Context: an optimization exercise on an open-source flow, tuned for small area, a short achievable clock period and few clock cycles. The choices shown serve that exercise and are no tape-out recipe. At most, simulation tests tie the RTL to the original design; equivalence was not proved. Power figures rest on the tool's default switching activity, not on a simulated workload.

==> flow/design.v (excerpt) <==
module woled_ctrl (
    input  wire        clk,
    input  wire        rst,
    input  wire        req_valid,
    output wire        req_ready,
    input  wire [95:0] req_desc,
    input  wire [15:0] req_len,        
    output reg         ev_valid,
    input  wire        ev_ready,
    output reg  [2:0]  ev_kind,
    output wire [15:0] ev_data,
    input  wire [1:0]  ev_fail,
    output wire [6:0]  pix_x,
    output wire [5:0]  pix_y,
    input  wire        pix_color,
    output wire [15:0] buf_idx,
    input  wire        buf_color,
    output wire [15:0] str_idx,
    input  wire [7:0]  str_byte,
    output wire [7:0]  glyph_ch,
    output wire [2:0]  glyph_row,
    input  wire [7:0]  glyph_bits
);
Size: ~1800 cells after synthesis, roughly 210 I/O pins, about 16000 um2 of cells after synthesis.
Settings: LEC_CHECK=0, CAP_MARGIN=20, CORE_MARGIN=2, CORE_UTILIZATION=40, SLEW_MARGIN=20; clock period 12.0 ns.
standard.sh (not shown) runs the stock make flow with config.mk's settings and CLKGATE_MAP_FILE= SYNTH_SCRIPT=/design/flow/synth_recipe.tcl, a recipe that flattens the netlist after the stock synthesis.
==> flow/flow/run.sh <==
#!/bin/bash
set -euo pipefail
MARGIN=${MARGIN:-8}
PORTBUF=${PORTBUF:-sky130_fd_sc_hd__buf_1}
bash standard.sh SETUP_SLACK_MARGIN=$MARGIN "BUFFER_PORTS_ARGS=-buffer_cell $PORTBUF" finish > flow_standard.log 2>&1
Change:
==> flow/flow/run.sh (replaced) <==
#!/bin/bash
set -euo pipefail
MARGIN=${MARGIN:-9}
bash standard.sh SETUP_SLACK_MARGIN=$MARGIN finish > flow_standard.log 2>&1
Die area is unchanged.
Final area came out higher by 18%.
Power came out higher by 11%.
Non-clock buffer count came out higher by 109.
Change:
==> flow/flow/run.sh (replaced) <==
#!/bin/bash
set -euo pipefail
MARGIN=${MARGIN:-8}
PORTBUF=${PORTBUF:-sky130_fd_sc_hd__buf_2}
bash standard.sh SETUP_SLACK_MARGIN=$MARGIN "BUFFER_PORTS_ARGS=-buffer_cell $PORTBUF" finish > flow_standard.log 2>&1
After rerunning: The new run produced a clean layout; global-route usage came out lower by 3.0 points; routed wire length shrinks by roughly a tenth; sequential share of layout area increases by 3.5 points; final cell count is lower by a few percent.
Change:
==> flow/flow/run.sh (replaced) <==
#!/bin/bash
set -euo pipefail
MARGIN=${MARGIN:-8}
bash standard.sh SETUP_SLACK_MARGIN=$MARGIN finish > flow_standard.log 2>&1
Outcome:
- The new run finished with timing, DRC and antenna clean
- utilization increases by 3.8 points
- cell count came out higher by 1.4%
- total power came out higher by 4.8%
- register-to-register slack hardly moves
- critical path depth is lower by 1
- via count rises by 1.4%
- routed wire length is higher by 4.2%
- clock power is higher by 4.2%
Function was not checked in any run of this note: the RTL went through the layout flow alone.


Another version of the RTL of woled_ctrl (not shown whole).
Size in the first run: roughly 1600 cells after synthesis, roughly 180 flip-flops, about 210 I/O pins, ~14000 µm² of cells after synthesis.
==> flow/config.mk <==
export PLATFORM = sky130hd
export DESIGN_NAME = woled_ctrl
export DESIGN_NICKNAME = woled_ctrl
export VERILOG_FILES = /design/flow/design.v
export SDC_FILE = /design/flow/constraint.sdc
export NUM_CORES = 4
export LEC_CHECK = 0
export CAP_MARGIN = 20
export CORE_MARGIN = 2
export CORE_UTILIZATION = 40
export SLEW_MARGIN = 20
==> flow/constraint.sdc <==
create_clock -name core_clock -period 12.0 [get_ports {clk}]
set_input_delay 2.4000 -clock core_clock [delete_from_list [all_inputs] [get_ports {clk}]]
set_output_delay 2.4000 -clock core_clock [all_outputs]
set_load 0.01 [all_outputs]
==> flow/flow/run.sh <==
#!/bin/bash
# Own layout flow: the standard layout (standard synthesis, floorplan,
# placement, CTS, routing, via standard.sh) with these changes to how the
# layout is made; the SDC and the clock period are unchanged:
#  - every input and output port still gets its own buffer, but a plain
#    small buffer cell instead of the delay cell buffer_ports picks by default;
#  - CTS builds the clock tree from smaller clock buffers;
#  - the core is smaller and the placement denser, for shorter wires.
# make's output goes to flow_standard.log; each ORFS step logs under orfs/logs.
set -euo pipefail
MARGIN=${MARGIN:-8.3}
PORTBUF=${PORTBUF:-sky130_fd_sc_hd__buf_1}
CTSBUF="${CTSBUF:-sky130_fd_sc_hd__clkbuf_4 sky130_fd_sc_hd__clkbuf_8}"
bash standard.sh SETUP_SLACK_MARGIN=$MARGIN "BUFFER_PORTS_ARGS=-buffer_cell $PORTBUF" \
  "CTS_BUF_LIST=$CTSBUF" CORE_UTILIZATION=${UTIL:-60} PLACE_DENSITY=${DENS:-0.75} finish > flow_standard.log 2>&1
Testbench counts at the start, summed over its fixed seeds: cycles 340,745.
Rerun with:
--- a/flow/flow/run.sh
+++ b/flow/flow/run.sh
@@ -12,4 +12,4 @@
 PORTBUF=${PORTBUF:-sky130_fd_sc_hd__buf_1}
-CTSBUF="${CTSBUF:-sky130_fd_sc_hd__clkbuf_4 sky130_fd_sc_hd__clkbuf_8}"
+CTSBUF=${CTSBUF:-sky130_fd_sc_hd__clkbuf_8}
 bash standard.sh SETUP_SLACK_MARGIN=$MARGIN "BUFFER_PORTS_ARGS=-buffer_cell $PORTBUF" \
-  "CTS_BUF_LIST=$CTSBUF" CORE_UTILIZATION=${UTIL:-60} PLACE_DENSITY=${DENS:-0.75} finish > flow_standard.log 2>&1
+  CTS_BUF_LIST=$CTSBUF CORE_UTILIZATION=${UTIL:-60} PLACE_DENSITY=${DENS:-0.75} finish > flow_standard.log 2>&1
The new run completed without violations.
Via count stays the same.
Total power does not change.
Flip-flop and latch count is unchanged.
Setup slack is unchanged.
Fmax stays the same.
Design area stays the same.
Final cell count does not change.


woled_ctrl, a different RTL version from the one above (not shown whole).
For scale: ~1700 cells after synthesis, ~210 I/O pins.
export LEC_CHECK = 0
export CAP_MARGIN = 20
export CORE_MARGIN = 2
export CORE_UTILIZATION = 40
export SLEW_MARGIN = 20
create_clock -name core_clock -period 12.0 [get_ports {clk}]
==> flow/flow/run.sh <==
#!/bin/bash
set -euo pipefail
MARGIN=${MARGIN:-8}
bash standard.sh SETUP_SLACK_MARGIN=$MARGIN finish > flow_standard.log 2>&1
The starting point finished with timing, DRC and antenna clean.
Testbench counts at the start, summed over its fixed seeds: cycles 340,122.
Edit:
==> flow/run.sh (new file) <==
#!/bin/bash
# synth_recipe.tcl (not shown) runs the flow's synth.tcl, then flattens the netlist and writes it again
# the make line also repeats each setting of config.mk as NAME=value (left out here)
make -C /OpenROAD-flow-scripts/flow DESIGN_CONFIG=/design/flow/config.mk WORK_HOME=/design/flow/orfs CLKGATE_MAP_FILE= SYNTH_SCRIPT=/design/flow/synth_recipe.tcl finish
removed: flow/flow/run.sh
removed: flow/standard.sh
After rerunning: Critical path depth went down by 9. Setup slack degrades by 1.3 ns. Clock skew drops by 0.0095 ns. Worst hold slack hardly moves. Final cell count went down by 5.5%. Via count is lower by 7.1%.

==> re-timing with driven ports <==
The flow's constraints put no driver on any port. The routed layouts listed below were extracted and timed again, unchanged, in two steps.
Step 1: set_driving_cell puts a clkbuf_16 on clk and a buf_2 on each other input, an assumption about the parent block.
Step 2 moves the port delays by t, midway between the first and last clock arrival at a register: inputs arrive t later, outputs are due t later. That takes back most of the time a late clock gives input paths.
Slacks: ideal / step 1 / step 2; pairs: ideal / step 1.
| run | t, ns | setup WS [ns] | worst setup path after step 2 |
|---|---|---|---|
| the first run of note 1 | 0.611 | 7.834 / 7.834 / 7.354 | input to register |
| the second run of note 1 | 0.612 | 8.014 / 8.014 / 7.440 | input to register |
| the third run of note 1 | 0.607 | 7.861 / 7.861 / 7.315 | input to register |
| the fourth run of note 1 | 0.611 | 7.868 / 7.868 / 7.308 | input to register |
| the first run of note 2 | 0.534 | 8.222 / 8.245 / 7.712 | input to register |
| the second run of note 2 | 0.534 | 8.222 / 8.245 / 7.712 | input to register |
| the first run of note 3 | 0.603 | 7.781 / 7.781 / 7.337 | input to register |
| the second run of note 3 | 0.600 | 6.463 / 6.463 / 6.463 | register to register |
After both steps every run listed still meets setup and hold. The setup slack of the second run of note 1, which loses most, moves by 0.000 ns with the drivers and by -0.574 ns with both steps.
